Context: an optimization exercise on an open-source flow, tuned for small area. The choices shown serve that exercise and are no tape-out recipe. In this exercise RTL edits were held to simulation tests only and were not proved equivalent to the original. Power is estimated from default activity; no workload was simulated.

==> design/flow/design.v <==
module irrig_node (
    input  wire       clk,
    input  wire       rst,
    input  wire       line_in,
    output wire       sw_drive,
    input  wire [7:0] moist,
    input  wire       rx_valid,
    input  wire [7:0] rx_data,
    output wire       tx_valid,
    output reg  [7:0] tx_data,
    output wire       zdata,
    output wire       zclk,
    output wire       zlatch
);
    localparam [3:0] S_AWAIT = 4'd0,
                     S_START = 4'd1,
                     S_MEAS  = 4'd2,
                     S_CHECK = 4'd3,
                     S_DONE  = 4'd4,
                     S_MOIST = 4'd5,
                     S_ZONE  = 4'd6,
                     S_ZHI   = 4'd7,
                     S_ZLO   = 4'd8,
                     S_ZLAT  = 4'd9,
                     S_CONV  = 4'd10,
                     S_SEND  = 4'd11;
    reg [3:0]  st;
    reg        rx_full;
    reg [3:0]  rxz;       
    reg [3:0]  zcur;      
    reg        zflag;     
    reg [6:0]  p;
    reg [7:0]  tmr;
    reg [8:0]  S;
    reg [15:0] R;
    reg        fs;        
    reg [8:0]  fm;
    reg        cact, lm;
    reg [6:0]  txc;       
    localparam [6:0] TX_A = 7'd44, TX_V = 7'd127;    
    wire a_await = (st == S_AWAIT);
    wire a_start = (st == S_START);
    wire a_meas  = (st == S_MEAS);
    wire a_send  = (st == S_SEND);
    wire take      = a_await && rx_full;
    wire meas_end  = (line_in == p[0]);
    wire [7:0] tmr_inc = tmr + 8'd1;
    wire [6:0] p_inc   = p + 7'd1;
    wire tmr_lim   = (tmr == 8'd254);
    wire bitv      = (tmr >= 8'd30);
    wire bit_phase = !p[0] && (p[6:3] != 4'd0);
    wire b4_phase  = p[6] && (p[5:3] != 3'd0);
    wire byte_end  = (p[3:0] == 4'd6) && !b4_phase;
    wire last_ph   = (p == 7'd86);
    wire start_end = (p[1:0] == 2'd3) && (tmr == 8'd231);
    wire tx_v      = (txc == TX_V);
    wire tx_ready  = (txc == 7'd0) || tx_v;
    assign tx_valid = tx_v;
    wire write     = a_send && tx_ready;
    assign sw_drive = a_start;
    assign zclk     = (st == S_ZHI);
    assign zlatch   = (st == S_ZLAT);
    assign zdata    = ((p[2:0] + zcur[2:0]) == 3'd0);
    localparam [6:0] P_SIGN = 7'd7, P_TH = 7'd8, P_TT = 7'd9, P_TU = 7'd10,
                     P_MH = 7'd25, P_MT = 7'd26, P_MU = 7'd27,
                     P_ZONE = 7'd44;
    wire mag_zero = (fm == 9'd0);
    wire e_h = (p == P_TH) || (p == P_MH);
    wire e_t = (p == P_TT) || (p == P_MT);
    wire e_u = (p == P_TU) || (p == P_MU);
    wire in_eng = e_h || e_t || e_u;
    wire       neg    = R[15];
    wire       t_full = (tmr == 8'd255);
    wire       c_run  = cact && !t_full;
    wire [5:0] r      = S[5:0];
    wire       rcarry = lm ? (r >= 6'd5) : (r >= 6'd41);
    reg  [8:0] r_op;
    always @(*) begin
        case ({lm, rcarry})
            2'b11:   r_op = 9'h1FB;    
            2'b10:   r_op = 9'd45;
            2'b01:   r_op = 9'h1D7;    
            default: r_op = 9'd9;
        endcase
    end
    wire fin_corr = neg && (r == 6'd49) && (fs || mag_zero);
    wire q_step   = cact && (!t_full ? rcarry : (lm && fin_corr));
    wire q_up     = !neg || fs || mag_zero;          
    reg  [8:0] s_op;
    always @(*) begin
        if (a_meas)     s_op = {1'b0, R[6:0], bitv};
        else if (cact)  s_op = r_op;
        else if (e_h)   s_op = 9'h19C;    
        else if (e_t)   s_op = 9'h1F6;    
        else            s_op = 9'h1FF;    
    end
    wire [9:0] s_sum = {1'b0, S} + {1'b0, s_op};
    wire       s_ge  = s_sum[9];
    wire       d_zero = (tmr[3:0] == 4'd0);
    wire       lead   = tmr[4];         
    reg slot_empty;
    always @(*) begin
        if (p == P_SIGN)  slot_empty = !fs;
        else if (e_h)     slot_empty = !s_ge && d_zero;
        else if (e_t)     slot_empty = !s_ge && d_zero && !lead;
        else              slot_empty = 1'b0;
    end
    always @(*) begin
        case (p[5:0])
            6'd1:  tx_data = "T";
            6'd2:  tx_data = "e";
            6'd3:  tx_data = "m";
            6'd4:  tx_data = "p";
            6'd5:  tx_data = ":";
            6'd6:  tx_data = " ";
            6'd7:  tx_data = "-";
            6'd8:  tx_data = {4'h3, tmr[3:0]};
            6'd9:  tx_data = {4'h3, tmr[3:0]};
            6'd10: tx_data = {4'h3, tmr[3:0]};
            6'd11: tx_data = " ";
            6'd12: tx_data = "F";
            6'd13: tx_data = ",";
            6'd14: tx_data = " ";
            6'd15: tx_data = "M";
            6'd16: tx_data = "o";
            6'd17: tx_data = "i";
            6'd18: tx_data = "s";
            6'd19: tx_data = "t";
            6'd20: tx_data = "u";
            6'd21: tx_data = "r";
            6'd22: tx_data = "e";
            6'd23: tx_data = ":";
            6'd24: tx_data = " ";
            6'd25: tx_data = {4'h3, tmr[3:0]};
            6'd26: tx_data = {4'h3, tmr[3:0]};
            6'd27: tx_data = {4'h3, tmr[3:0]};
            6'd28: tx_data = ",";
            6'd29: tx_data = " ";
            6'd30: tx_data = "C";
            6'd31: tx_data = "u";
            6'd32: tx_data = "r";
            6'd33: tx_data = "r";
            6'd34: tx_data = "e";
            6'd35: tx_data = "n";
            6'd36: tx_data = "t";
            6'd37: tx_data = " ";
            6'd38: tx_data = "Z";
            6'd39: tx_data = "o";
            6'd40: tx_data = "n";
            6'd41: tx_data = "e";
            6'd42: tx_data = ":";
            6'd43: tx_data = " ";
            6'd44: tx_data = {4'h3, zcur};
            default: tx_data = 8'h0A;
        endcase
    end
    always @(posedge clk) begin
        if (rst) begin
            st      <= S_AWAIT;
            rx_full <= 1'b0;
            zcur    <= 4'd0;
            fs      <= 1'b0;
            fm      <= 9'd32;
            cact    <= 1'b0;
            txc     <= 7'd0;
        end else begin
            if (rx_valid && !rx_full)
                rx_full <= 1'b1;
            else if (take)
                rx_full <= 1'b0;
            if (write)
                txc <= TX_A;
            else if (tx_v)
                txc <= 7'd0;
            else
                txc <= {txc[5:0], txc[6] ^ txc[5]};
            if (st == S_CHECK) begin
                if (S[7:0] == 8'd0) begin
                    fs   <= 1'b0;
                    fm   <= 9'd32;
                    cact <= 1'b1;
                end
            end else begin
                if (q_step) begin
                    fm <= q_up ? fm + 9'd1 : fm - 9'd1;
                    if (neg && mag_zero) fs <= 1'b1;
                end
                if (t_full && lm)
                    cact <= 1'b0;
            end
            if (take && rxz != 4'd0)
                zcur <= rxz;
            case (st)
                S_AWAIT: if (rx_full) st <= S_START;
                S_START: if (start_end) st <= S_MEAS;
                S_MEAS: begin
                    if (meas_end) begin
                        if (last_ph) st <= S_CHECK;
                    end else if (tmr_lim) begin
                        st <= S_DONE;
                    end
                end
                S_CHECK: st <= S_DONE;
                S_DONE:  st <= S_MOIST;
                S_MOIST: st <= S_ZONE;
                S_ZONE:  st <= zflag ? S_ZHI : S_CONV;
                S_ZHI:   st <= S_ZLO;
                S_ZLO:   st <= (p[2:0] == 3'd7) ? S_ZLAT : S_ZHI;
                S_ZLAT:  st <= S_CONV;
                S_CONV:  st <= S_SEND;
                S_SEND:  if (write && p == P_ZONE) st <= S_AWAIT;
                default: st <= S_AWAIT;
            endcase
        end
    end
    wire fld_start = write && (p == 7'd6 || p == 7'd24);    
    always @(posedge clk) begin
        if (rx_valid && !rx_full)
            rxz <= (rx_data >= 8'h31 && rx_data <= 8'h38) ? rx_data[3:0] : 4'd0;
        if (take)
            zflag <= (rxz != 4'd0);
        if (a_await)
            tmr <= 8'd0;
        else if (a_start)
            tmr <= start_end ? 8'd0 : tmr_inc;
        else if (a_meas)
            tmr <= meas_end ? 8'd1 : tmr_inc;
        else if (st == S_CHECK)
            tmr <= ~R[7:0];
        else if (cact) begin
            if (!t_full)
                tmr <= tmr_inc;
            else if (!lm)
                tmr <= ~{R[14:8], 1'b0};
        end else if (a_send) begin
            if (write) begin
                tmr[3:0] <= 4'd0;
                if (fld_start) tmr[4] <= 1'b0;
                else if (e_h) tmr[4] <= 1'b1;      
            end else if (in_eng && s_ge) tmr[3:0] <= tmr_inc[3:0];
        end
        if (take)
            p <= 7'd0;
        else if (a_start) begin
            if (start_end || tmr == 8'd255) p <= p_inc;
        end else if (a_meas) begin
            if (meas_end) p <= p_inc;
        end else if (st == S_ZONE || st == S_CONV)
            p <= 7'd0;
        else if (st == S_ZLO)
            p <= p_inc;
        else if (a_send) begin
            if (write || slot_empty) p <= p_inc;
        end
        if (take)
            S <= 9'd0;
        else if (a_meas) begin
            if (meas_end && bit_phase) begin
                if (b4_phase) S[7:0] <= {S[6:0], S[7] ^ bitv};
                else if (byte_end) S[7:0] <= s_sum[7:0];
            end
        end else if (st == S_CHECK)
            S <= neg ? 9'd24 : 9'd25;
        else if (c_run)
            S <= s_sum[8:0];
        else if (a_send && write && p == 7'd6)
            S <= fm;
        else if (a_send && write && p == 7'd24)
            S <= {1'b0, R[7:0]};
        else if (a_send && in_eng && !write && s_ge)
            S <= s_sum[8:0];
        if (a_meas) begin
            if (meas_end && bit_phase && !b4_phase) R <= {R[14:0], bitv};
        end else if (st == S_MOIST)
            R[7:0] <= moist;
        if (st == S_CHECK)
            lm <= 1'b0;
        else if (cact && t_full)
            lm <= 1'b1;
    end
endmodule
==> design/flow/flow/run.sh <==
#!/bin/bash
# Layout flow: the standard flow with three changes.
#  1. Synthesis maps the logic with an area-oriented ABC script (flow/abc_map.script)
#     and leaves adders to ABC instead of the adder cell map. Registers, their names
#     and cell types are those of the standard synthesis.
#  2. Clock tree synthesis adds no dummy loads (the tree itself is the standard one).
#  3. Port buffering uses the smallest buffer cell (one buffer on every port, as before).
# Everything else is the standard flow unchanged.
set -euo pipefail
here=$(pwd)
# a private copy of the ORFS scripts, differing only in the ABC mapping script
rm -rf "$here/synth_scripts"
cp -r "$FLOW_HOME/scripts" "$here/synth_scripts"
cp "$here/flow/abc_map.script" "$here/synth_scripts/abc_speed.script"
bash standard.sh SCRIPTS_DIR="$here/synth_scripts" ADDER_MAP_FILE= synth > "$here/standard_synth.log" 2>&1
bash standard.sh \
  CTS_ARGS="-sink_clustering_enable -repair_clock_nets -buf_list sky130_fd_sc_hd__clkbuf_4 -dont_use_dummy_load" \
  BUFFER_PORTS_ARGS="-buffer_cell sky130_fd_sc_hd__buf_1" \
  finish > "$here/standard_finish.log" 2>&1
==> design/flow/flow/abc_map.script <==
strash
&get -n
&fraig -x
&put
scorr
dc2
strash
&get -n
&deepsyn -T 60
&put
strash
&get -n
&dch -f
&nf -R 1000 -p -C 32
&put
mfs2 -W 4
strash
&get -n
&dch -f
&nf -R 1000 -p -C 32
&put
strash
&get -n
&deepsyn -T 60
&put
strash
&get -n
&dch -f
&nf -R 1000 -p -C 32
&put
mfs2 -W 4
strash
&get -n
&dch -f
&nf -R 1000 -p -C 32
&put
==> design/flow/standard.sh <==
#!/bin/bash
# synth_recipe.tcl (not shown) runs the flow's synth.tcl, then flattens the netlist and writes it again
# the make line also repeats each setting of config.mk as NAME=value (left out here)
make -C /OpenROAD-flow-scripts/flow DESIGN_CONFIG=/design/flow/config.mk WORK_HOME=/design/flow/orfs CLKGATE_MAP_FILE= SYNTH_SCRIPT=/design/flow/synth_recipe.tcl "${@:-finish}"
==> design/flow/config.mk <==
export PLATFORM = sky130hd
export DESIGN_NAME = irrig_node
export DESIGN_NICKNAME = irrig_node
export VERILOG_FILES = /design/flow/design.v
export SDC_FILE = /design/flow/constraint.sdc
export NUM_CORES = 4
export LEC_CHECK = 0
export CAP_MARGIN = 20
export CORE_MARGIN = 2
export CORE_UTILIZATION = 85
export CTS_BUF_LIST = sky130_fd_sc_hd__clkbuf_4
export PLACE_DENSITY = 0.92
export SLEW_MARGIN = 20
==> design/flow/constraint.sdc <==
create_clock -name core_clock -period 20.0 [get_ports {clk}]
set_input_delay 4.0000 -clock core_clock [delete_from_list [all_inputs] [get_ports {clk}]]
set_output_delay 4.0000 -clock core_clock [all_outputs]
set_load 0.01 [all_outputs]
==> results of run 1 <==
==> cell families after synthesis <==
kind of cell | Yosys count | share of synthesized area, %
AOI/OAI and AO/OA | 150 | 23.5
buffers and inverters | 14 | 1.32
muxes | 5 | 1.20
DFF | 73 | 39.1
adders and majority gates | 3 | 0.702
xor gates and xnor gates | 20 | 4.41
and+or+nand+nor | 269 | 29.7
other | 1 | 0.0876
==> metrics.cfg, run 1 <==
[outcome]
outcome=did not finish
stop_stage=3_1_place_gp_skip_io
error=[ERROR GPL-0301] Utilization 104.496 % exceeds 100%.

[synthesis]
synth_common_cells=nor2_1 (92), dfxtp_1 (52), nand2_1 (50), o21ai_0 (41), nor3_1 (37)
yosysWarnings=1
ys.flop_type=dfxtp_1
synth.most_common_cell=nor2_1
seq_area_frac_synth_pct=39.1
yosys_register_bits=73
synth_fp_nets=555
synthTopCellsByArea=dfxtp_1 (24%), edfxtp_1 (15%), nor2_1 (8.1%), o21ai_0 (4.8%), nand2_1 (4.4%)
synth-async-reset-ratio_pct=0
synth_edf_count=21
syn_area_per_cell_um2=8.00
synth.distinct_cells=55
synth_top_area_share_pct=24.3
netlist_instances=535
synth_area_mm2=0.00428
synth_top_cell_by_area=dfxtp_1

[floorplan]
row_count=25
start_util_pct=89.4
die_w_um=75.0
fp.dieH_um=75.0

==> run 2: changes to the inputs <==
--- a/design/flow/flow/run.sh
+++ b/design/flow/flow/run.sh
@@ -16,3 +16,3 @@
 bash standard.sh \
-  CTS_ARGS="-sink_clustering_enable -repair_clock_nets -buf_list sky130_fd_sc_hd__clkbuf_4 -dont_use_dummy_load" \
+  CTS_ARGS="-sink_clustering_enable -repair_clock_nets -buf_list sky130_fd_sc_hd__clkbuf_8 -dont_use_dummy_load" \
   BUFFER_PORTS_ARGS="-buffer_cell sky130_fd_sc_hd__buf_1" \
--- a/design/flow/config.mk
+++ b/design/flow/config.mk
@@ -9,5 +9,5 @@
 export CORE_MARGIN = 2
-export CORE_UTILIZATION = 85
-export CTS_BUF_LIST = sky130_fd_sc_hd__clkbuf_4
-export PLACE_DENSITY = 0.92
+export CORE_UTILIZATION = 65
+export CTS_BUF_LIST = sky130_fd_sc_hd__clkbuf_8
+export PLACE_DENSITY = 0.75
 export SLEW_MARGIN = 20
==> metrics.cfg, run 2 <==
[grt]
grt_overflow=0
grt_pass1_wl_um=19800
grt_max_degree=28
use_met2_pct=53.1
grt_use_met3_pct=9.92
grt_pass1_vias=4048
grt_usage_pct=34.5
grtUsageMet1_pct=45.8
globalRoute.busiestLayer=met2
antenna_found_initial=0

[drt]
drt-initial-drc-count=728
avgRoutedWirePerCell_um=18.8
drtAntennaViolNets=0
drc=0
vias=4556
wl_um=12300
viasPerCell=6.99
drtPass1Iterations=6

[finish]
largest_reg_flops=16
final_util_pct=72.7
area_growth_syn_to_layout_pct=7.86
top_register=R
finalNetCount=597
antenna_cells=0
top_regs=R (16), S (9), fm (9)
final_common_cell=nor2_1
layout_common_cells=nor2_1 (92), dfxtp_1 (52), nand2_1 (50)
layout-drive-gt1-share_pct=1.74

[floorplan]
die_w_um=85.2
io_pins=33
row_count=29
start_util_pct=67.4
fp.dieH_um=85.2
die-area_mm2=0.00725
core_mm2=0.00635

[clocking]
clock_path_buffers=2
cts_num_sinks=73
root_buffer=clkbuf_8
cts_tree=built
clkTransAtPathRegs_ns=0.08
numCtsBuffers=9
cts_setup_buffers=0
cts_hold_buf=0
clock_latency_ns=0.35
h-tree-depth=3
cts_resized=0

[power]
p_sw_share_pct=44.5
ir_drop_uv=121
switching_power_mw=0.259
power_density_mw_per_mm2=126
clock_power_share_pct=15.1
leakage_nw=1.65
p_int_mw=0.324
combPwrFrac_pct=46.9
seqPwrFrac_pct=38.0

[timing]
fmax_ghz=0.148
hold_viol=0
layout_min_cycle_time_ns=6.75
period_share_pct=33.8
maxSlewHeadroom_pct=35.1
setup_viol=0
rsz0062_at_grt=false
skew_ns=0.0211
finalSetupTns_ns=0
tightest_slew_ns=0.965
drv_slew=0

[synthesis]
synth.most_common_cell=nor2_1
netlist_instances=535
synth_top_area_share_pct=24.3
synth-async-reset-ratio_pct=0
syn_area_per_cell_um2=8.00
synth_common_cells=nor2_1 (92), dfxtp_1 (52), nand2_1 (50), o21ai_0 (41), nor3_1 (37)
ys.flop_type=dfxtp_1
synth_area_mm2=0.00428
yosys_register_bits=73
yosysWarnings=1
synthTopCellsByArea=dfxtp_1 (24%), edfxtp_1 (15%), nor2_1 (8.1%), o21ai_0 (4.8%), nand2_1 (4.4%)
synth_edf_count=21
synth.distinct_cells=55
synth_fp_nets=555
synth_top_cell_by_area=dfxtp_1
seq_area_frac_synth_pct=39.1

[worst_setup_path]
startpoint_type=flip-flop
cp.required_ns=16.00
path_max_fanout=27
slowest_delay_ns=0.90
worst-setup-path-type=flip-flop to output pin
cp_cell_sequence=clkinv_1, nor3_1, a31oi_1, nor2_1, a21oi_1, nand3_1, buf_1
slowest_stage=dfxtp_1
arrival_ns=2.75
crit_buf_inv=2
worstSetupEndpointType=output pin
path_delay_family=flip-flops

[place]
routabilityCongestion=0.996
io_buffers=31
dpl.hpwl_um=9040

[job]
drv_cap=0

[min_path]
hp-class=flip-flop to flip-flop

[outcome]
outcome=complete, no violations

-- run 2: cell counts after synthesis --
Identical to the previous run, type by type.
-- run 2: worst reg2reg max path: cells and delay by family (launching register included) --
| family | cells | cell delay, ns |
|---|---|---|
| AND/OR/NAND/NOR | 15 | 3.11 |
| adder cells (fa/ha/maj) | 3 | 1.22 |
| AO/OA/AOI/OAI | 5 | 1.04 |
| flip-flops | 1 | 0.46 |
| XOR/XNOR | 2 | 0.34 |
| buffers and inverters | 1 | 0.09 |
-- run 2: layer usage --
| layer | routed length [µm] | part of all wire [%] |
|---|---|---|
| met3 | 1560 | 13 |
| met2 | 5520 | 45 |
| met1 | 4820 | 39 |
| met5 | 0 | 0 |
| met4 | 391 | 3.2 |
-- run 2: power by group through the flow --
| stage | Sequential, mW | Combinational, mW | Clock [mW] |
|---|---|---|---|
| CTS | 0.218 | 0.265 | 0.0885 |
| global placement | 0.221 | 0.258 | 0 |
| finish | 0.221 | 0.274 | 0.0879 |
| global route | 0.224 | 0.300 | 0.0930 |
| floorplan | 0.206 | 0.206 | 0 |
| detailed placement | 0.221 | 0.262 | 0 |
-- run 2: area by class of cell --
cell class | count | area (µm²)
Clock buffer | 9 | 124
Fill cell | 501 | 1730
Inverter | 13 | 48.8
Multi-Input combinational cell | 448 | 2550
Sequential cell | 73 | 1670
Tap cell | 77 | 96.3
Timing Repair Buffer | 32 | 124
-- run 2: cell families (layout without fill, tap and decap cells) --
group / count (synthesis) / in the layout / synth area share (%)
muxes: 5 / 5 / 1.20
adders and majority gates: 3 / 3 / 0.702
buffers and inverters: 14 / 54 / 1.32
xor gates and xnor gates: 20 / 20 / 4.41
DFF: 73 / 73 / 39.1
AOI/OAI and AO/OA: 150 / 150 / 23.5
other: 1 / 1 / 0.0876
and+or+nand+nor: 269 / 269 / 29.7
-- run 2: worst paths after layout --
check / from / to / slack (ns) / cells after the start
worst min-delay path: R[9] / R[10] / 0.46 / 0
worst min register to register: R[9] / R[10] / 0.46 / 0
worst max register to register: st[2] / p[6] / 13.60 / 26
worst max-delay path: p[0] / tx_data[3] / 13.25 / 7
-- run 2: metrics by stage --
| step | std cells | hold WS (ns) | worst slack [ns] | power (mW) | instance area (µm²) |
|---|---|---|---|---|---|
| after detailed placement | 643 | 0.442 | 13.67 | 0.483 | 4490 |
| final | 652 | 0.462 | 13.25 | 0.583 | 4620 |
| after floorplan | 535 | 0.421 | 14.08 | 0.411 | 4280 |
| after CTS | 652 | 0.463 | 13.34 | 0.571 | 4620 |
| after global placement | 643 | 0.440 | 13.66 | 0.479 | 4490 |
| after global routing | 652 | 0.472 | 13.01 | 0.618 | 4620 |

## separate check: timing with driven ports
The results above use ideal ports. As a check the final layout listed here was re-extracted and re-timed, cells and wires unchanged.
Step 1 assumes that a clkbuf_16 drives the clock port and a buf_2 every other input.
Step 2 adds t to the input delays and takes it off the output delays; t is the mean of the earliest and latest rising clock arrival at the registers after step 1. Input paths then give back, and output paths get back, about the clock's delay inside the block.
Slacks: ideal ports / drivers / drivers and shift; pairs: ideal ports / drivers.
run: run 2
shift t [ns]: 0.375
slack for setup (ns): 13.247 / 13.213 / 13.588
worst hold slack (ns): 0.462 / 0.462 / 0.462
cell pins on the clock port's net: 1
After both steps setup and hold are still met in run 2. For run 2, drivers alone change the setup slack by -0.034 ns; drivers and shift together by +0.341 ns.
